This design comes from an exercise in tuning for small area, a short achievable clock period and few clock cycles on the open sky130 flow, not from production work.
In this exercise RTL edits were held to simulation tests only and were not proved equivalent to the original.
Power is estimated from default activity; no workload was simulated.

==> flow/flow/run.sh <==
#!/bin/bash
# The standard layout (standard.sh, all steps), except that the ports are
# buffered with plain buf_2 cells instead of the delay cells buffer_ports picks
# by default. Make's full output goes to std_flow.log in this folder; the
# tools' own logs are under orfs/logs/.
set -euo pipefail
export BUFFER_PORTS_ARGS="-buffer_cell sky130_fd_sc_hd__buf_2"
bash standard.sh > std_flow.log 2>&1
==> flow/standard.sh <==
#!/bin/bash
# synth_recipe.tcl (not shown) runs the flow's synth.tcl, then flattens the netlist and writes it again
# the make line also repeats each setting of config.mk as NAME=value (left out here)
make -C /OpenROAD-flow-scripts/flow DESIGN_CONFIG=/design/flow/config.mk WORK_HOME=/design/flow/orfs CLKGATE_MAP_FILE= SYNTH_SCRIPT=/design/flow/synth_recipe.tcl "${@:-finish}"
==> flow/config.mk <==
export PLATFORM = sky130hd
export DESIGN_NAME = mmu_pagewalker
export DESIGN_NICKNAME = mmu_pagewalker
export VERILOG_FILES = /design/flow/design.v
export SDC_FILE = /design/flow/constraint.sdc
export NUM_CORES = 4
export LEC_CHECK = 0
export CAP_MARGIN = 20
export CORE_MARGIN = 2
export CORE_UTILIZATION = 55
export CTS_BUF_LIST = sky130_fd_sc_hd__clkbuf_8
export PLACE_DENSITY = 0.6
export SETUP_SLACK_MARGIN = 5
export SLEW_MARGIN = 20
export TNS_END_PERCENT = 0
==> flow/constraint.sdc <==
create_clock -name core_clock -period 7.0 [get_ports {clk}]
set_input_delay 1.4000 -clock core_clock [delete_from_list [all_inputs] [get_ports {clk}]]
set_output_delay 1.4000 -clock core_clock [all_outputs]
set_load 0.01 [all_outputs]
==> flow/design.v <==
module mmu_pagewalker (
    input  wire        clk,
    input  wire        rst,
    input  wire        req_valid,
    output reg         req_ready,
    input  wire [1:0]  req_cmd,
    input  wire [15:0] req_wdata,
    input  wire [31:0] req_va,
    input  wire        req_user,
    input  wire        req_write,
    input  wire        req_fetch,
    input  wire        req_suppress,
    input  wire [3:0]  req_atype,
    output reg         rsp_valid,
    output reg  [1:0]  rsp_kind,
    output reg  [31:0] rsp_data,
    output reg         mem_valid,
    output reg         mem_we,
    output reg  [31:0] mem_addr,
    output wire [15:0] mem_wdata,
    input  wire        mem_ready,
    input  wire [31:0] mem_rdata
);
    localparam [1:0] CMD_WRITE  = 2'd0;
    localparam [1:0] CMD_STATUS = 2'd1;
    localparam [1:0] CMD_RESULT = 2'd2;
    localparam [1:0] CMD_XLATE  = 2'd3;
    localparam [1:0] KIND_COMPLETE = 2'd0;
    localparam [1:0] KIND_ABORT    = 2'd1;
    localparam [1:0] KIND_CANCEL   = 2'd2;
    localparam [15:0] ID_BYTE = 16'h001E;
    localparam [3:0] SEL_BPR0 = 4'd0;
    localparam [3:0] SEL_BPR1 = 4'd1;
    localparam [3:0] SEL_PF0  = 4'd4;
    localparam [3:0] SEL_PF1  = 4'd5;
    localparam [3:0] SEL_SC   = 4'd8;
    localparam [3:0] SEL_MSR  = 4'd10;
    localparam [3:0] SEL_BCNT = 4'd11;
    localparam [3:0] SEL_PTB0 = 4'd12;
    localparam [3:0] SEL_PTB1 = 4'd13;
    localparam [3:0] SEL_EIA  = 4'd15;
    localparam [2:0] PE_IDLE      = 3'd0;
    localparam [2:0] PE_AW_OPWORD = 3'd1;
    localparam [2:0] PE_AW_OPNDS  = 3'd2;
    localparam [2:0] PE_VAL_READ  = 3'd3;
    localparam [2:0] PE_VAL_WRITE = 3'd4;
    localparam [2:0] PE_STATUS    = 3'd5;
    localparam [2:0] PE_RESULT    = 3'd6;
    reg [3:0]  bpr0_h, bpr1_h;       
    reg [23:0] bpr0_l, bpr1_l;       
    reg [23:0] pf0, pf1, bcnt;
    reg [31:0] sc;
    reg        msr_te, msr_ed;
    reg [2:0]  msr_tet, msr_est;
    reg [9:0]  msr_hi;               
    reg        ptb0_h, ptb1_h;       
    reg [13:0] ptb0_l, ptb1_l;       
    reg        eia_h;                
    reg [23:0] eia_l;                
    reg        bpr0_v, bpr1_v, pf0_v, pf1_v, bcnt_v;
    wire msr_tu = msr_hi[0];
    wire msr_ts = msr_hi[1];
    wire msr_ds = msr_hi[2];
    wire msr_ao = msr_hi[3];
    wire msr_ft = msr_hi[7];
    reg [2:0]  pe;
    reg [1:0]  subop;       
    reg [3:0]  quick;
    reg        two;         
    reg        half;        
    reg        hasres;      
    reg        snap;        
    reg        arm;         
    reg        pend;        
    reg        fault;       
    reg [31:0] opv;         
    reg        lvl;         
    reg        t_w, t_asel, t_sup, t_vc;
    reg [2:0]  t_pm;        
    reg [2:0]  t_est;
    reg [8:0]  tbh;         
    reg [15:0] wd;          
    wire idle = req_ready;                  
    wire [23:0] t_va = rsp_data[23:0];
    assign mem_wdata = {wd[15:6], 1'b1, wd[4:0]};
    reg [31:0] reg_rd;
    always @(*) begin
        case (quick)
            SEL_BPR0: reg_rd = bpr0_v ? {bpr0_h, 4'd0, bpr0_l} : 32'd0;
            SEL_BPR1: reg_rd = bpr1_v ? {bpr1_h, 4'd0, bpr1_l} : 32'd0;
            SEL_PF0:  reg_rd = pf0_v ? {8'd0, pf0} : 32'd0;
            SEL_PF1:  reg_rd = pf1_v ? {8'd0, pf1} : 32'd0;
            SEL_SC:   reg_rd = sc;
            SEL_MSR:  reg_rd = {7'd0, msr_hi, 3'd0, msr_est, 1'b0, msr_ed,
                                1'b0, msr_tet, 2'd0, msr_te};
            SEL_BCNT: reg_rd = bcnt_v ? {8'd0, bcnt} : 32'd0;
            SEL_PTB0: reg_rd = {ptb0_h, 7'd0, ptb0_l, 10'd0};
            SEL_PTB1: reg_rd = {ptb1_h, 7'd0, ptb1_l, 10'd0};
            SEL_EIA:  reg_rd = {eia_h, 7'd0, eia_l};
            default:  reg_rd = 32'd0;
        endcase
    end
    wire        req_go  = req_valid && idle;
    wire        wr_now  = req_go && (req_cmd == CMD_WRITE);
    wire        rs_now  = req_go && (req_cmd == CMD_STATUS);
    wire        rr_now  = req_go && (req_cmd == CMD_RESULT);
    wire        tx_now  = req_go && (req_cmd == CMD_XLATE);
    wire [15:0] new_opword = {req_wdata[7:0], req_wdata[15:8]};
    wire [1:0]  new_size   = new_opword[1:0];
    wire [3:0]  new_subop  = new_opword[5:2];
    wire [3:0]  new_quick  = new_opword[10:7];
    wire [31:0] operand  = two ? {req_wdata, opv[15:0]} : {16'd0, req_wdata};
    wire        lmr_now  = wr_now && arm;
    wire        late_sel = (quick == SEL_BPR0) || (quick == SEL_BPR1) ||
                           (quick == SEL_BCNT) || (quick == SEL_EIA);
    wire        pe_vc  = (pe == PE_VAL_READ) || (pe == PE_VAL_WRITE);
    wire        x_on   = req_user ? msr_tu : msr_ts;
    wire        x_w    = req_write || (pe == PE_VAL_WRITE);
    wire        x_wl   = x_w || (req_atype == 4'd11);
    wire        x_hi   = req_user && !msr_ao;          
    wire        x_asel = req_user && msr_ds;
    wire [15:0] status_word = {10'd0, fault && (pe == PE_STATUS), 5'd0};
    wire [15:0] result_word = (pe == PE_RESULT) ? (half ? opv[31:16] : opv[15:0]) : 16'd0;
    wire        rd_done = mem_valid && mem_ready && !mem_we;
    wire        wb_done = mem_valid && mem_ready && mem_we;
    reg         e_prot;
    always @(*) begin
        case (mem_rdata[2:1])
            2'd0:    e_prot = t_pm[0];
            2'd1:    e_prot = t_pm[1];
            2'd2:    e_prot = t_pm[2];
            default: e_prot = 1'b0;
        endcase
    end
    wire        e_inv  = !mem_rdata[0];
    wire        e_bad  = e_prot || e_inv;
    wire        l1_wb  = !t_sup && !mem_rdata[5];
    wire        l2_wb  = !t_sup && (!mem_rdata[5] || (t_w && !mem_rdata[6]));
    wire        e_rec  = !t_sup && !t_vc;             
    always @(posedge clk) begin
        if (rst) begin
            bpr0_v <= 1'b0;  bpr1_v <= 1'b0;
            pf0_v  <= 1'b0;  pf1_v  <= 1'b0;
            bcnt_v <= 1'b0;
            sc     <= 32'd0;
            msr_te <= 1'b0;  msr_tet <= 3'd0; msr_ed <= 1'b0;
            msr_est <= 3'd0; msr_hi <= 10'd0;
            pe     <= PE_IDLE;
            snap   <= 1'b0;
            arm    <= 1'b0;
            pend   <= 1'b0;
            fault  <= 1'b0;
            rsp_valid <= 1'b0;
            mem_valid <= 1'b0;
            req_ready <= 1'b1;
        end else begin
            rsp_valid <= 1'b0;
            snap      <= 1'b0;
            pend      <= 1'b0;
            if (snap)
                opv <= reg_rd;
            if (pend) begin
                case (quick)
                SEL_BPR0: begin bpr0_h <= opv[31:28]; bpr0_l <= opv[23:0]; bpr0_v <= 1'b1; end
                SEL_BPR1: begin bpr1_h <= opv[31:28]; bpr1_l <= opv[23:0]; bpr1_v <= 1'b1; end
                SEL_BCNT: begin bcnt <= opv[23:0]; bcnt_v <= 1'b1; end
                default: ;
                endcase
            end
            if (idle) begin
                rsp_data <= req_va;
                rsp_kind <= KIND_COMPLETE;
                t_w      <= x_w;
                t_pm     <= {x_hi && x_wl, x_hi, x_hi || x_wl};
                t_asel   <= x_asel;
                t_sup    <= req_suppress;
                t_vc     <= pe_vc;
                t_est    <= req_atype[2:0];
                lvl      <= 1'b0;
                mem_we   <= 1'b0;
                mem_addr <= {7'd0, x_asel ? ptb1_h : ptb0_h, x_asel ? ptb1_l : ptb0_l,
                             req_va[23:16], 2'b00};
            end
            if (wr_now) begin
                rsp_valid <= 1'b1;
                case (pe)
                PE_IDLE: begin
                    if (req_wdata == ID_BYTE)
                        pe <= PE_AW_OPWORD;
                end
                PE_AW_OPWORD: begin
                    subop  <= new_subop[1:0];
                    quick  <= new_quick;
                    two    <= new_size[1];
                    half   <= 1'b0;
                    hasres <= (new_subop == 4'd3) && !fault;
                    arm    <= (new_subop == 4'd2) && !new_size[1];
                    snap   <= (new_subop == 4'd3);
                    if (new_subop[3:2] == 2'd0 && new_subop[1:0] != 2'd3)
                        pe <= PE_AW_OPNDS;
                    else
                        pe <= PE_STATUS;
                end
                PE_AW_OPNDS: begin
                    opv[15:0] <= req_wdata;
                    half      <= 1'b1;
                    arm       <= (subop == 2'd2) && two && !half;
                    if (!two || half) begin
                        case (subop)
                        2'd0:    pe <= PE_VAL_READ;
                        2'd1:    pe <= PE_VAL_WRITE;
                        default: pe <= PE_STATUS;
                        endcase
                    end
                end
                default: ;  
                endcase
            end
            if (lmr_now) begin
                case (quick)
                SEL_PF0:  begin pf0  <= operand[23:0]; pf0_v <= 1'b1; end
                SEL_PF1:  begin pf1  <= operand[23:0]; pf1_v <= 1'b1; end
                SEL_SC:   sc   <= operand;
                SEL_MSR: begin
                    if (operand[1]) begin
                        msr_te  <= 1'b0;
                        msr_tet <= 3'd0;
                        msr_ed  <= 1'b0;
                        msr_est <= 3'd0;
                    end
                    msr_hi <= operand[24:15];
                end
                SEL_PTB0: begin ptb0_h <= operand[31]; ptb0_l <= operand[23:10]; end
                SEL_PTB1: begin ptb1_h <= operand[31]; ptb1_l <= operand[23:10]; end
                default: ;
                endcase
                opv  <= operand;
                pend <= late_sel;
            end
            if (rs_now) begin
                rsp_valid      <= 1'b1;
                rsp_data[15:0] <= status_word;
                if (pe == PE_STATUS) begin
                    half <= 1'b0;
                    pe   <= hasres ? PE_RESULT : PE_IDLE;
                end
            end
            if (rr_now) begin
                rsp_valid      <= 1'b1;
                rsp_data[15:0] <= result_word;
                if (pe == PE_RESULT) begin
                    half <= 1'b1;
                    if (!two || half)
                        pe <= PE_IDLE;
                end
            end
            if (tx_now) begin
                if (req_fetch && msr_ft) begin
                    if (req_atype == 4'd9) begin
                        pf1   <= pf0;
                        pf1_v <= pf0_v;
                        pf0   <= req_va[23:0];
                        pf0_v <= 1'b1;
                        sc    <= {sc[15:0], 16'd1};
                    end else begin
                        sc    <= sc + 32'd1;
                    end
                end
                if (!x_on) begin
                    rsp_valid <= 1'b1;
                    if (pe_vc)
                        pe <= PE_STATUS;
                end else begin
                    mem_valid <= 1'b1;
                    req_ready <= 1'b0;
                end
            end
            if (rd_done) begin
                wd <= {mem_rdata[15:7], mem_rdata[6] | (lvl && t_w), mem_rdata[5:0]};
                if (!lvl) begin
                    tbh      <= {mem_rdata[31], mem_rdata[23:16]};
                    lvl      <= !l1_wb;
                    mem_we   <= l1_wb;
                    if (!l1_wb)
                        mem_addr <= {7'd0, mem_rdata[31], mem_rdata[23:9], t_va[15:9], 2'b00};
                end else begin
                    rsp_data[31:16] <= {7'd0, mem_addr[24], mem_rdata[23:16]};
                    mem_we          <= l2_wb;
                    if (!l2_wb)
                        rsp_data[15:9] <= mem_rdata[15:9];
                end
                if (e_bad) begin
                    if (e_rec) begin
                        msr_te  <= 1'b1;
                        msr_tet <= {lvl && e_inv, !lvl && e_inv, e_prot};
                        msr_ed  <= !t_w;
                        msr_est <= t_est;
                    end
                    if (t_vc) begin
                        if (lvl || mem_rdata[0])
                            fault <= 1'b1;
                        pe       <= PE_STATUS;
                        rsp_kind <= KIND_CANCEL;
                    end else begin
                        rsp_kind <= KIND_ABORT;
                    end
                end
                if (e_bad || (lvl && !l2_wb)) begin
                    mem_valid <= 1'b0;
                    req_ready <= 1'b1;
                    rsp_valid <= 1'b1;
                    if (t_vc)
                        pe <= PE_STATUS;
                end
            end
            if (wb_done) begin
                mem_we <= 1'b0;
                if (!lvl) begin
                    lvl      <= 1'b1;
                    mem_addr <= {7'd0, tbh, wd[15:9], t_va[15:9], 2'b00};
                end else begin
                    rsp_data[15:9] <= wd[15:9];
                    mem_valid      <= 1'b0;
                    req_ready      <= 1'b1;
                    rsp_valid      <= 1'b1;
                    if (t_vc)
                        pe <= PE_STATUS;
                end
            end
        end
    end
    always @(posedge clk) begin
        if (pend && quick == SEL_EIA) begin
            eia_h <= opv[31];
            eia_l <= opv[23:0];
        end
        if (!rst && rd_done && e_bad && e_rec) begin
            eia_h <= t_asel;
            eia_l <= t_va;
        end
    end
endmodule
==> flow_metrics.py, run 1 <==
metrics = {
    "grt": {
        "first_global_vias": 15300,
        "antenna_found_initial": 0,
        "grt_max_degree": 72,
        "grt_pass1_wl_um": 97800,
        "track_usage_pct": 36.6,
        "grt_overflow": 0,
    },
    "routing": {
        "vias": 16000,
        "ant_nets": 0,
        "drt_iter0_markers": 2028,
        "avgViaCountPerCell": 6.62,
        "wl_per_cell_um": 28.0,
        "drc": 0,
        "wirelength_um": 67800,
        "drt_first_pass_iters": 6,
    },
    "yosys": {
        "synthCells": 1733,
        "ys_ff_latch": 391,
        "synth_area_um2": 19200,
        "post_synth.cell_area_avg_um2": 11.1,
        "synth_area_leaders": "edfxtp_1 (51%), dfxtp_1 (6.8%), nor2_1 (3.9%)",
        "synth_edf_count": 326,
        "synth_common_cells": "edfxtp_1 (326), nor2_1 (199), a21oi_1 (144)",
        "synth-seq-area-share_pct": 57.7,
        "yosysMostFrequentCell": "edfxtp_1",
        "yosys_warnings": 1,
        "synth_ff_type": "edfxtp_1",
        "synthesis.nets": 1828,
        "synth_top_area_share_pct": 50.9,
        "yosysTopAreaCell": "edfxtp_1",
        "yosysUniqueCellTypes": 80,
        "synthArstFlopShare_pct": 0,
    },
    "clock_tree": {
        "cts.sink_count": 391,
        "clk_latency_ns": 0.62,
        "cts_buffer_depth": 3,
        "cts_tree": "built",
        "h-tree-depth": 3,
        "numCtsBuffers": 69,
        "clkTransAtPathRegs_ns": 0.06,
        "cts_hold_buffers": 0,
        "cts_root_buffer": "clkbuf_8",
    },
    "floorplanning": {
        "dieArea_um2": 36500,
        "fp.dieW_um": 191,
        "rows": 68,
        "pin_count": 180,
        "core_um2": 34500,
        "die_y_um": 191,
        "start_util_pct": 55.8,
    },
    "setup_path": {
        "r2r_end": "opv[9]",
        "worst-r2r-setup-slack_ns": 4.43,
        "start_kind": "flip-flop",
        "cp_cell_sequence": "buf_2",
        "cp_max_fo": 2,
        "reg2reg_from": "quick[0]",
        "critPathRequiredTime_ns": 5.60,
        "crit_arrival_ns": 1.28,
        "critPathBufInv": 1,
        "cpPeakStageDelay_ns": 0.48,
        "worstSetupPathType": "reg -> out",
        "critPathCaptureType": "primary output",
        "reg2regPathDepth": 7,
        "cp_slowest_cell": "edfxtp_1",
        "critPathTopFamily": "flip-flops",
    },
    "sta": {
        "fmax_mhz": 373,
        "finalSetupViolCount": 0,
        "finalCritPeriodShare_pct": 38.3,
        "tns_ns": 0,
        "whs_ns": 0.462,
        "slew_violations": 0,
        "finClkSkew_ns": 0.0303,
        "rsz0062_at_grt": "yes",
        "worstMarginPinSlew_ns": 1.11,
        "finalCriticalPeriod_ns": 2.68,
        "hold_viol_final": 0,
        "max_slew_margin_pct": 26.1,
    },
    "placed_design": {
        "portBuffers": 171,
        "hpwlAfterDp_um": 42400,
        "gp_congestion": 0.936,
    },
    "hold_path": {
        "holdPathStages": 2,
        "hold_path.class": "reg -> reg",
        "min_to": "msr_te",
        "hold_path.startpoint": "msr_te",
    },
    "job": {
        "cap_violations": 0,
    },
    "power_and_ir_drop": {
        "p_per_area_nw_per_um2": 215,
        "total_leakage_power_nw": 8.27,
        "ir_worst_vdd_mv": 0.168,
    },
    "cells_and_area": {
        "post-route-util_pct": 64.5,
        "fin_nets": 2012,
        "syn2layout_area_growth_pct": 15.6,
        "drive_gt1_share_pct": 22.9,
        "diodes": 0,
        "num-fill-cells": 2853,
    },
    "outcome": {
        "status": "timing/DRC/antenna clean",
    },
}
metal layers:
layer | share of wire (%) | GRT usage (%) | wire (um)
met1 | 41 | 51.8 | 27500
met2 | 45 | 55.4 | 30200
met3 | 11 | 7.09 | 7240
met4 | 4.2 | 15.7 | 2850
met5 | 0 | 0 | 0
stage by stage:
stage / setup WS [ns] / instances / cell area [um2] / power (W)
after floorplan: 4.10 / 1733 / 19300 / 0.00274
after global placement: 2.70 / 2258 / 20300 / 0.00286
after detailed placement: 2.61 / 2258 / 20300 / 0.00287
after CTS: 4.31 / 2414 / 22000 / 0.00477
after global routing: 4.31 / 2425 / 22200 / 0.00490
final: 4.32 / 2425 / 22200 / 0.00477
cells in the final DEF, fill, tap and decap left out, drive strengths merged, types with 10 or more instances in the layout:
cell | synthesis | layout
nor3 | 23 | 23
and3 | 39 | 42
xnor2 | 11 | 11
nand3 | 41 | 43
o22ai | 14 | 14
and2 | 23 | 23
mux2i | 72 | 72
clkinv | 0 | 14
a211oi | 28 | 28
nor2b | 16 | 16
and4 | 11 | 11
a21oi | 144 | 144
inv | 25 | 62
o31ai | 13 | 13
nor2 | 199 | 199
buf | 63 | 231
nand2 | 142 | 143
nand4 | 21 | 21
clkbuf | 63 | 70
a22o | 24 | 24
dfxtp | 65 | 65
nor4 | 10 | 10
edfxtp | 326 | 326
a222oi | 17 | 17
o21ai | 112 | 112
a22oi | 49 | 49
mux2 | 60 | 60
area by class of cell:
class | count | area, um2 | area share [%]
Multi-Input combinational cell | 1199 | 7830 | 35.2
Inverter | 25 | 110 | 0.496
Clock inverter | 54 | 253 | 1.14
Timing Repair Buffer | 231 | 1390 | 6.28
Sequential cell | 391 | 11100 | 50.0
Clock buffer | 70 | 963 | 4.34
Tap cell | 455 | 569 | 2.56
timing repair:
action / in CTS / in global routing
setup endpoints to repair: 595 / 593
gates cloned: 4 / 4
buffers inserted: 28 / 7
resized for setup: 44 / 27
pin swaps: 7 / 4
cells by family after synthesis:
logic type	share of synthesized area, %
AND/OR/NAND/NOR	14.6
AO/OA/AOI/OAI	16.0
flip-flops	57.7
buffers and inverters	3.51
multiplexers	7.26
XOR/XNOR	0.820
adder cells (fa/ha/maj)	0.0651
other	0.0195
worst max path at each step:
stage | startpoint | to | slack, ns | depth (start not counted)
after floorplan | mem_rdata[1] | eia_l[16] | 4.10 | 5
after global placement | req_atype[1] | pf0[19] | 2.70 | 5
after detailed placement | req_atype[1] | pf1[17] | 2.61 | 5
after CTS | rsp_data[11] | rsp_data[11] | 4.31 | 1
after global routing | req_cmd[1] | opv[0] | 4.31 | 6
final | rsp_data[9] | rsp_data[9] | 4.32 | 1
power by group:
| group | internal, W | switching, W | total (W) |
|---|---|---|---|
| combinational | 0.0000871 | 0.000150 | 0.000237 |
| sequential | 0.00256 | 0.0000372 | 0.00260 |
| clock | 0.000969 | 0.000962 | 0.00193 |
| total | 0.00362 | 0.00115 | 0.00477 |
flip-flops by register name, indices dropped and copies added, names as in the netlist, 4 cells and up:
register / flops
bcnt: 24
bpr0_h: 4
bpr0_l: 24
bpr1_h: 4
bpr1_l: 24
eia_l: 24
mem_addr: 32
msr_hi: 10
opv: 32
pf0: 24
pf1: 24
ptb0_l: 14
ptb1_l: 14
quick: 4
rsp_data: 32
sc: 32
tbh: 9
wd: 15
Testbench counts, summed over its fixed seeds: cycles 43,154.
==> run 2: changes to the inputs <==
--- a/flow/config.mk
+++ b/flow/config.mk
@@ -8,7 +8,8 @@
 export CAP_MARGIN = 20
 export CORE_MARGIN = 2
-export CORE_UTILIZATION = 55
-export CTS_BUF_LIST = sky130_fd_sc_hd__clkbuf_8
-export PLACE_DENSITY = 0.6
+export CORE_UTILIZATION = 65
+export CTS_CLUSTER_DIAMETER = 150
+export CTS_CLUSTER_SIZE = 25
+export PLACE_DENSITY = 0.65
 export SETUP_SLACK_MARGIN = 5
 export SLEW_MARGIN = 20
==> flow_metrics.py, run 2 <==
metrics = {
    "yosys": {
        "yosysUniqueCellTypes": 80,
        "yosysMostFrequentCell": "edfxtp_1",
        "yosys_warnings": 1,
        "ys_ff_latch": 391,
        "synth_area_leaders": "edfxtp_1 (51%), dfxtp_1 (6.8%), nor2_1 (3.9%)",
        "synth_edf_count": 326,
        "synthCells": 1733,
        "synth_ff_type": "edfxtp_1",
        "synthArstFlopShare_pct": 0,
        "synth_area_um2": 19200,
        "synth_common_cells": "edfxtp_1 (326), nor2_1 (199), a21oi_1 (144)",
        "synth-seq-area-share_pct": 57.7,
        "yosysTopAreaCell": "edfxtp_1",
        "synth_top_area_share_pct": 50.9,
        "post_synth.cell_area_avg_um2": 11.1,
        "synthesis.nets": 1828,
    },
    "cells_and_area": {
        "final_cells": 2294,
        "fin_nets": 1992,
        "mostFrequentLayoutCells": "edfxtp_1 (326), nor2_1 (190), buf_2 (167), a21oi_1 (139), nand2_1 (135)",
        "drive_gt1_share_pct": 23.0,
        "final_common_cell": "edfxtp_1",
        "syn2layout_area_growth_pct": 14.7,
    },
    "clock_tree": {
        "cts_root_buffer": "clkbuf_16",
        "cts.sink_count": 391,
        "cts_hold_buffers": 0,
        "cts_buffer_depth": 3,
        "clk_latency_ns": 0.55,
        "h-tree-depth": 1,
        "clkTransAtPathRegs_ns": 0.11,
        "cts_tree": "built",
        "numCtsBuffers": 19,
    },
    "setup_path": {
        "reg2reg_from": "quick[3]",
        "critPathCaptureType": "flip-flop",
        "startpoint": "quick[3]",
        "cp_slowest_cell": "and4_2",
        "worstSetupPathType": "reg -> reg",
        "cp_max_fo": 19,
        "crit_arrival_ns": 2.83,
        "cpPeakStageDelay_ns": 0.65,
        "cp_cell_sequence": "buf_12 -> buf_4 -> and4_2 -> nand2_1 -> nand2_8",
        "critPathTopFamily": "simple AND/OR/NAND/NOR gates",
        "critPathRequiredTime_ns": 7.23,
        "critPathBufInv": 2,
        "start_kind": "flip-flop",
    },
    "grt": {
        "grt_overflow": 0,
        "grt_pass1_wl_um": 97000,
        "antenna_found_initial": 2,
        "grt_max_degree": 68,
        "track_usage_pct": 42.2,
        "first_global_vias": 15500,
    },
    "placed_design": {
        "portBuffers": 171,
        "gp_congestion": 0.948,
        "hpwlAfterDp_um": 40900,
        "placedCellCount": 2189,
        "detailedPlace.worstSlack_ns": 2.73,
    },
    "sta": {
        "finalSetupViolCount": 0,
        "worstMarginPinSlew_ns": 1.21,
        "fmax_mhz": 384,
        "rsz0062_at_grt": "yes",
        "slew_violations": 0,
        "final.setup.worst_slack_ns": 4.40,
        "whs_ns": 0.472,
        "finalCritPeriodShare_pct": 37.2,
        "finalCriticalPeriod_ns": 2.60,
        "finClkSkew_ns": 0.0218,
        "max_slew_margin_pct": 19.3,
        "tns_ns": 0,
        "hold_viol_final": 0,
    },
    "routing": {
        "wirelength_um": 67400,
        "wl_per_cell_um": 29.4,
        "ant_nets": 0,
        "drt_first_pass_iters": 8,
        "drc": 0,
        "avgViaCountPerCell": 7.19,
        "drt_iter0_markers": 2875,
        "vias": 16500,
    },
    "hold_path": {
        "hold_path.class": "reg -> reg",
        "hold_path.startpoint": "t_est[2]",
    },
    "floorplanning": {
        "pin_count": 180,
        "start_util_pct": 66.4,
        "fp.dieW_um": 176,
        "die_y_um": 176,
        "dieArea_um2": 31000,
        "core_um2": 28900,
        "rows": 62,
    },
    "power_and_ir_drop": {
        "p_per_area_nw_per_um2": 187,
        "ir_worst_vdd_mv": 0.198,
        "total_leakage_power_nw": 8.04,
    },
    "outcome": {
        "status": "timing/DRC/antenna clean",
    },
    "job": {
        "cap_violations": 0,
    },
}
## run 2: changes by cell type in the layout (fill, tap and decap cells not counted), moves of 4 or more
cell	previous run	this run
a211oi_1	27	22
buf_6	6	16
buf_2	171	167
clkbuf_16	0	20
a211oi_2	0	5
o32ai_4	0	4
buf_12	4	9
clkbuf_8	70	0
clkbuf_1	0	13
inv_1	59	24
buf_4	48	61
clkinv_1	11	0
## run 2: where the power goes
part	internal, W	leakage (nW)	switching [W]
Sequential	0.00256	3.57	0.0000378
Clock	0.000523	0.256	0.000751
Combinational	0.0000953	4.21	0.000158
## run 2: per-stage QoR
step	power (W)	area, um2	utilization (%)
final	0.00412	22000	76.2
after global routing	0.00419	22000	76.2
after CTS	0.00409	21600	74.8
after detailed placement	0.00286	20300	70.0
after global placement	0.00285	20300	70.0
after floorplan	0.00274	19300	-
## run 2: final cells by class
type | instances | area [um2]
Tap cell | 384 | 480
Clock inverter | 1 | 11.3
Inverter | 25 | 110
Antenna cell | 1 | 2.50
Clock buffer | 32 | 524
Multi-Input combinational cell | 1199 | 8010
Sequential cell | 391 | 11100
Timing Repair Buffer | 261 | 1820
Fill cell | 1932 | 6890
## run 2: cells by family after synthesis
family	synth area share [%]
AOI/OAI and AO/OA	16.0
xor gates and xnor gates	0.820
adders and majority gates	0.0651
buffers and inverters	3.51
DFF	57.7
muxes	7.26
other	0.0195
and+or+nand+nor	14.6
## run 2: timing repair
item                                    in CTS  in global routing
setup buffers                               46                 12
gates resized for setup                     81                 52
pin swaps                                   15                 20
gates cloned                                 9                  3
endpoints found under the setup margin     649                621
## run 2: routing by layer
layer / routed length [um] / share of wire, % / track usage [%]
met3: 10300 / 15 / 10.9
met4: 3350 / 5.0 / 17.4
met2: 29900 / 44 / 63.5
met5: 0 / 0 / 0
met1: 23900 / 35 / 58.9
## run 2: final timing paths
check | to | slack [ns] | depth (start not counted)
max | eia_l[5] | 4.40 | 5
min | msr_est[2] | 0.47 | 1
max reg2reg | eia_l[5] | 4.40 | 5
min reg2reg | msr_est[2] | 0.47 | 1
==> run 3: changes to the inputs <==
--- a/flow/config.mk
+++ b/flow/config.mk
@@ -9,6 +9,6 @@
 export CORE_MARGIN = 2
 export CORE_UTILIZATION = 65
-export CTS_CLUSTER_DIAMETER = 150
-export CTS_CLUSTER_SIZE = 25
+export CTS_CLUSTER_DIAMETER = 120
+export CTS_CLUSTER_SIZE = 20
 export PLACE_DENSITY = 0.65
 export SETUP_SLACK_MARGIN = 5
==> flow_metrics.py, run 3 <==
metrics = {
    "floorplanning": {
        "start_util_pct": 66.4,
        "core_um2": 28900,
        "die_y_um": 176,
        "dieArea_um2": 31000,
        "pin_count": 180,
        "rows": 62,
        "fp.dieW_um": 176,
    },
    "sta": {
        "rsz0062_at_grt": "yes",
        "whs_ns": 0.470,
        "finalCritPeriodShare_pct": 37.6,
        "finClkSkew_ns": 0.0201,
        "finalSetupViolCount": 0,
        "hold_viol_final": 0,
        "max_slew_margin_pct": 18.8,
        "worstMarginPinSlew_ns": 1.22,
        "fmax_mhz": 380,
        "slew_violations": 0,
        "finalCriticalPeriod_ns": 2.63,
        "tns_ns": 0,
    },
    "cells_and_area": {
        "final_common_cell": "edfxtp_1",
        "mostFrequentLayoutCells": "edfxtp_1 (326), nor2_1 (190), buf_2 (168), a21oi_1 (137), nand2_1 (135)",
        "design_area_um2": 22000,
        "fin_nets": 1991,
        "drive_gt1_share_pct": 22.9,
        "syn2layout_area_growth_pct": 14.6,
        "final_cells": 2297,
        "num-fill-cells": 1940,
    },
    "hold_path": {
        "hold_path.class": "reg -> reg",
    },
    "setup_path": {
        "cp.depth": 7,
        "crit_arrival_ns": 3.02,
        "reg2regPathDepth": 7,
        "start_kind": "input port",
        "worstSetupPathType": "in -> reg",
        "startpoint": "req_valid",
        "cp_cell_sequence": "buf_2 -> and4bb_4 -> and2_4 -> a211oi_4 -> nand2_4 -> buf_4 -> o31ai_2",
        "reg2reg_from": "quick[1]",
        "cp_slowest_cell": "a211oi_4",
        "worst-r2r-setup-slack_ns": 4.49,
        "critPathCaptureType": "flip-flop",
        "critPathRequiredTime_ns": 7.39,
        "critPathBufInv": 2,
        "cp_max_fo": 7,
        "endpoint": "opv[12]",
        "critPathTopFamily": "simple AND/OR/NAND/NOR gates",
        "cpPeakStageDelay_ns": 0.33,
        "r2r_end": "opv[0]",
    },
    "placed_design": {
        "placedCellCount": 2189,
        "gp_congestion": 0.948,
        "hpwlAfterDp_um": 40900,
        "portBuffers": 171,
        "placed_cell_area_um2": 20300,
    },
    "yosys": {
        "post_synth.cell_area_avg_um2": 11.1,
        "ys_ff_latch": 391,
        "synthCells": 1733,
        "synth_area_leaders": "edfxtp_1 (51%), dfxtp_1 (6.8%), nor2_1 (3.9%)",
        "synthArstFlopShare_pct": 0,
        "synth_ff_type": "edfxtp_1",
        "synth-seq-area-share_pct": 57.7,
        "synth_common_cells": "edfxtp_1 (326), nor2_1 (199), a21oi_1 (144)",
        "synth_area_um2": 19200,
        "yosys_warnings": 1,
        "yosysUniqueCellTypes": 80,
        "synthesis.nets": 1828,
        "synth_top_area_share_pct": 50.9,
        "yosysTopAreaCell": "edfxtp_1",
        "synth_edf_count": 326,
        "yosysMostFrequentCell": "edfxtp_1",
    },
    "routing": {
        "drt_iter0_markers": 2810,
        "wirelength_um": 66400,
        "routed.top_layer": "met4",
        "avgViaCountPerCell": 7.21,
        "wl_per_cell_um": 28.9,
        "wl_met2_um": 29700,
        "drt_first_pass_iters": 8,
        "drc": 0,
        "wl_met1_um": 23900,
        "ant_nets": 0,
        "dr_wl_met3_um": 9860,
        "vias": 16600,
    },
    "clock_tree": {
        "h-tree-depth": 1,
        "cts.sink_count": 391,
        "cts_tree": "built",
        "clkTransAtPathRegs_ns": 0.09,
        "cts_hold_buffers": 0,
        "cts_buffer_depth": 3,
        "clk_latency_ns": 0.56,
        "cts_root_buffer": "clkbuf_16",
        "numCtsBuffers": 23,
    },
    "grt": {
        "grt_overflow": 0,
        "track_usage_pct": 42.2,
        "grt_max_degree": 68,
        "antenna_found_initial": 1,
        "first_global_vias": 15800,
        "grt_pass1_wl_um": 97400,
    },
    "power_and_ir_drop": {
        "ir_worst_vdd_mv": 0.185,
        "total_leakage_power_nw": 8.04,
        "p_per_area_nw_per_um2": 193,
    },
    "job": {
        "cap_violations": 0,
    },
    "outcome": {
        "status": "timing/DRC/antenna clean",
    },
}
run 3: cell types whose count changed in the layout (fill, tap and decap cells not counted), sizes merged:
cell and delta:
clkbuf +7, clkdlybuf4s15 -1, buf -3
run 3: timing repair:
action / 4_1_cts / 5_1_grt
resized for setup: 73 / 42
setup endpoints to repair: 649 / 621
pin swaps: 15 / 13
cloned: 9 / 1
buffers inserted: 49 / 6
run 3: area by class of cell:
cell class / count / area [um2] / share of cell area (%)
tap: 384 / 480 / 2.18
antenna: 1 / 2.50 / 0.0114
multi-input combinational: 1199 / 7940 / 36.0
timing repair buffer: 256 / 1750 / 7.94
clock buffer: 40 / 639 / 2.90
clock inverter: 1 / 11.3 / 0.0511
inverter: 25 / 110 / 0.500
sequential: 391 / 11100 / 50.4
run 3: power breakdown:
group	switching [W]	internal [W]
clock network	0.000770	0.000627
logic	0.000156	0.0000930
registers	0.0000379	0.00256
total	0.000964	0.00328
run 3: cells by family (layout without fill, tap and decap cells):
family / Yosys count / after routing / share of synthesized area (%)
multiplexers: 132 / 132 / 7.26
buffers and inverters: 151 / 322 / 3.51
adder cells (fa/ha/maj): 1 / 1 / 0.0651
AO/OA/AOI/OAI: 476 / 476 / 16.0
XOR/XNOR: 18 / 18 / 0.820
AND/OR/NAND/NOR: 563 / 571 / 14.6
other: 1 / 2 / 0.0195
flip-flops: 391 / 391 / 57.7
run 3: how the worst min path moves through the flow:
| stage | start | end | cells after the start | slack [ns] |
|---|---|---|---|---|
| after detailed placement | bpr1_v | bpr1_v | 1 | 0.44 |
| after floorplan | msr_te | msr_te | 2 | 0.42 |
| final | t_est[2] | msr_est[2] | 1 | 0.47 |
| after global placement | bpr1_v | bpr1_v | 1 | 0.44 |
| after global routing | bpr1_v | bpr1_v | 1 | 0.49 |
| after CTS | t_est[2] | msr_est[2] | 1 | 0.47 |
run 3: per-stage QoR:
stage,worst slack (ns),utilization (%),total power (W)
floorplan,4.10,-,0.00274
global placement,2.81,70.0,0.00285
detailed placement,2.73,70.0,0.00286
CTS,4.41,75.2,0.00421
global route,4.35,76.1,0.00431
finish,4.37,76.1,0.00424
run 3: per-layer routing:
layer	global-route usage, %	vias to the layer above
li1	-	6921
met1	59.0	7988
met2	64.0	1415
met3	10.4	238
met4	17.2	0
met5	0	-
run 3: worst reg2reg max path: stages (launching register included):
cell,delay (ns)
edfxtp_1,0.37
buf_4,0.30
nor4b_2,0.43
and2_1,0.17
buf_4,0.40
a222oi_1,0.19
and3_1,0.25
o31ai_1,0.23
==> run 4: changes to the inputs <==
==> flow/run.sh (new file) <==
#!/bin/bash
# synth_recipe.tcl (not shown) runs the flow's synth.tcl, then flattens the netlist and writes it again
# the make line also repeats each setting of config.mk as NAME=value (left out here)
make -C /OpenROAD-flow-scripts/flow DESIGN_CONFIG=/design/flow/config.mk WORK_HOME=/design/flow/orfs CLKGATE_MAP_FILE= SYNTH_SCRIPT=/design/flow/synth_recipe.tcl finish
--- a/flow/config.mk
+++ b/flow/config.mk
@@ -8,8 +8,7 @@
 export CAP_MARGIN = 20
 export CORE_MARGIN = 2
-export CORE_UTILIZATION = 65
-export CTS_CLUSTER_DIAMETER = 120
-export CTS_CLUSTER_SIZE = 20
-export PLACE_DENSITY = 0.65
+export CORE_UTILIZATION = 55
+export CTS_BUF_LIST = sky130_fd_sc_hd__clkbuf_8
+export PLACE_DENSITY = 0.6
 export SETUP_SLACK_MARGIN = 5
 export SLEW_MARGIN = 20
removed: flow/flow/run.sh
removed: flow/standard.sh
==> flow_metrics.py, run 4 <==
metrics = {
    "cells_and_area": {
        "drive_gt1_share_pct": 21.0,
        "syn2layout_area_growth_pct": 23.5,
        "mostFrequentLayoutCells": "edfxtp_1 (326), nor2_1 (191), a21oi_1 (144), nand2_1 (134), o21ai_0 (110)",
        "fin_nets": 2070,
        "num-fill-cells": 2670,
        "final_cells": 2481,
        "post-route-util_pct": 68.9,
        "final_common_cell": "edfxtp_1",
    },
    "setup_path": {
        "crit_arrival_ns": 3.22,
        "critPathRequiredTime_ns": 7.50,
        "cp_cell_sequence": "buf_2 -> and4bb_4 -> nand3_4 -> o21a_1 -> and2_1 -> a22o_1",
        "cpPeakStageDelay_ns": 0.50,
        "start_kind": "input port",
        "critPathCaptureType": "flip-flop",
        "worstSetupPathType": "in -> reg",
        "cp_slowest_cell": "and4bb_4",
        "cp_max_fo": 11,
    },
    "yosys": {
        "yosys_warnings": 1,
        "synth-seq-area-share_pct": 57.7,
        "synthCells": 1733,
        "ys_ff_latch": 391,
        "synth_top_area_share_pct": 50.9,
        "yosysMostFrequentCell": "edfxtp_1",
        "synth_area_um2": 19200,
        "post_synth.cell_area_avg_um2": 11.1,
        "synth_common_cells": "edfxtp_1 (326), nor2_1 (199), a21oi_1 (144)",
        "yosysUniqueCellTypes": 80,
        "synth_edf_count": 326,
        "synthArstFlopShare_pct": 0,
        "synthesis.nets": 1828,
        "synth_area_leaders": "edfxtp_1 (51%), dfxtp_1 (6.8%), nor2_1 (3.9%)",
        "synth_ff_type": "edfxtp_1",
        "yosysTopAreaCell": "edfxtp_1",
    },
    "power_and_ir_drop": {
        "total_leakage_power_nw": 8.69,
        "p_total_w": 0.00492,
        "ir_worst_vdd_mv": 0.153,
        "p_per_area_nw_per_um2": 207,
    },
    "routing": {
        "wl_per_cell_um": 29.8,
        "drt_iter0_markers": 2540,
        "drc": 0,
        "avgViaCountPerCell": 6.77,
        "vias": 16800,
        "wirelength_um": 73900,
        "drt_first_pass_iters": 8,
        "ant_nets": 0,
    },
    "clock_tree": {
        "clk_latency_ns": 0.63,
        "h-tree-depth": 3,
        "numCtsBuffers": 68,
        "cts.sink_count": 391,
        "cts_buffer_depth": 3,
        "cts_tree": "built",
        "cts_root_buffer": "clkbuf_8",
        "clkTransAtPathRegs_ns": 0.06,
    },
    "grt": {
        "use_met1_pct": 54.3,
        "use_met3_pct": 10.8,
        "grt_most_used_layer": "met2",
        "groute.layer.met2.usage_pct": 59.0,
        "antenna_found_initial": 2,
        "grt_max_degree": 53,
        "grt_pass1_wl_um": 104000,
        "grt_overflow": 0,
        "first_global_vias": 15900,
        "track_usage_pct": 39.8,
    },
    "sta": {
        "tns_ns": 0,
        "fmax_mhz": 368,
        "finalCriticalPeriod_ns": 2.72,
        "finalCritPeriodShare_pct": 38.8,
        "max_slew_margin_pct": 25.7,
        "finClkSkew_ns": 0.0295,
        "hold_viol_final": 0,
        "rsz0062_at_grt": "yes",
        "whs_ns": 0.460,
        "worstMarginPinSlew_ns": 1.11,
        "slew_violations": 0,
        "finalSetupViolCount": 0,
    },
    "floorplanning": {
        "dieArea_um2": 36500,
        "die_y_um": 191,
        "fp.dieW_um": 191,
        "core_um2": 34500,
        "pin_count": 180,
        "rows": 68,
        "start_util_pct": 55.8,
    },
    "job": {
        "cap_violations": 0,
    },
    "placed_design": {
        "gp_congestion": 0.942,
        "hpwlAfterDp_um": 42600,
        "placedCellCount": 2257,
        "portBuffers": 171,
    },
    "outcome": {
        "status": "timing/DRC/antenna clean",
    },
    "hold_path": {
        "hold_path.class": "reg -> reg",
    },
}
==> run 4: what timing repair did <==
item / CTS / global route
resized for setup: 300 / 103
gates cloned: 13 / 8
hold buffers: 0 / 0
setup buffers: 62 / 20
hold endpoints to repair: 0 / 0
setup endpoints to repair: 634 / 635
pin swaps: 19 / 10
==> run 4: logic make-up (layout without fill, tap and decap cells) <==
group                    count (synthesis)  count (layout)  synth area share (%)
AO/OA/AOI/OAI                          476             476                  16.0
XOR/XNOR                                18              18                 0.820
adder cells (fa/ha/maj)                  1               1                0.0651
buffers and inverters                  151             431                  3.51
flip-flops                             391             391                  57.7
multiplexers                           132             132                  7.26
other                                    1               2                0.0195
AND/OR/NAND/NOR                        563             575                  14.6
==> run 4: where the power goes <==
group / internal [W] / total [W] / switching (W)
sequential: 0.00256 / 0.00260 / 0.0000371
clock: 0.00106 / 0.00203 / 0.000971
combinational: 0.000123 / 0.000289 / 0.000166
==> run 4: path summary, 6_finish.rpt <==
path | startpoint | end | slack [ns] | cells past startpoint
worst min register to register | msr_te | msr_te | 0.46 | 2
worst min-delay path | msr_te | msr_te | 0.46 | 2
worst max-delay path | req_cmd[1] | msr_tet[1] | 4.28 | 6
worst max register to register | quick[1] | eia_l[12] | 4.39 | 4
==> run 4: cell type report <==
type	instances	area, um2	area share, %
sequential	391	11100	46.8
multi-input combinational	1203	8060	34.0
timing repair buffer	286	2630	11.1
clock buffer	79	1090	4.58
tap	455	569	2.40
clock inverter	41	189	0.796
inverter	25	98.8	0.417
antenna	1	2.50	0.0105
==> run 4: through the flow <==
step	setup slack, ns	cell area (um2)
detailed placement	2.20	21200
global placement	2.30	21200
global route	4.27	23700
floorplan	4.10	19300
finish	4.28	23700
CTS	4.29	23500
==> run 4: metal layers <==
layer  wire length, um  vias up
met2             32400     1311
met4              3840        0
met1             27600     8131
met3             10100      225
met5                 0        -
li1                  -     7118
==> run 4: worst max-delay path, delay by kind of cell <==
kind	cells	cell delay [ns]
compound gates	2	0.61
simple gates	3	1.00
buf+inv	1	0.19

-- re-timing with driven ports --
No port has a modelled driver above. Below, the same layouts with a new extraction and two added sets of constraints. Step 1: set_driving_cell puts a clkbuf_16 on clk and a buf_2 on each other input, an assumption about the parent block. Step 2 moves the port delays by t, midway between the first and last clock arrival at a register: inputs arrive t later, outputs are due t later. That takes back most of the time a late clock gives input paths. a / b / c = ideal ports / drivers / drivers and shift; a / b = the first two.
run	t (ns)	slack for setup (ns)	clock arrival spread, ns	worst register clock-pin slew, ns	worst data-port slew with drivers (ns)
run 1	0.660	4.321 / 4.268 / 3.708	0.030 / 0.030	0.06 / 0.06	0.08
run 2	0.595	4.396 / 4.363 / 3.804	0.022 / 0.022	0.11 / 0.11	0.08
run 3	0.603	4.368 / 4.352 / 3.800	0.021 / 0.021	0.09 / 0.09	0.07
run 4	0.665	4.281 / 4.261 / 3.643	0.029 / 0.030	0.07 / 0.07	0.06
After both steps every run listed still meets setup and hold. The setup slack of run 4, which loses most, moves by -0.020 ns with the drivers and by -0.638 ns with both steps.
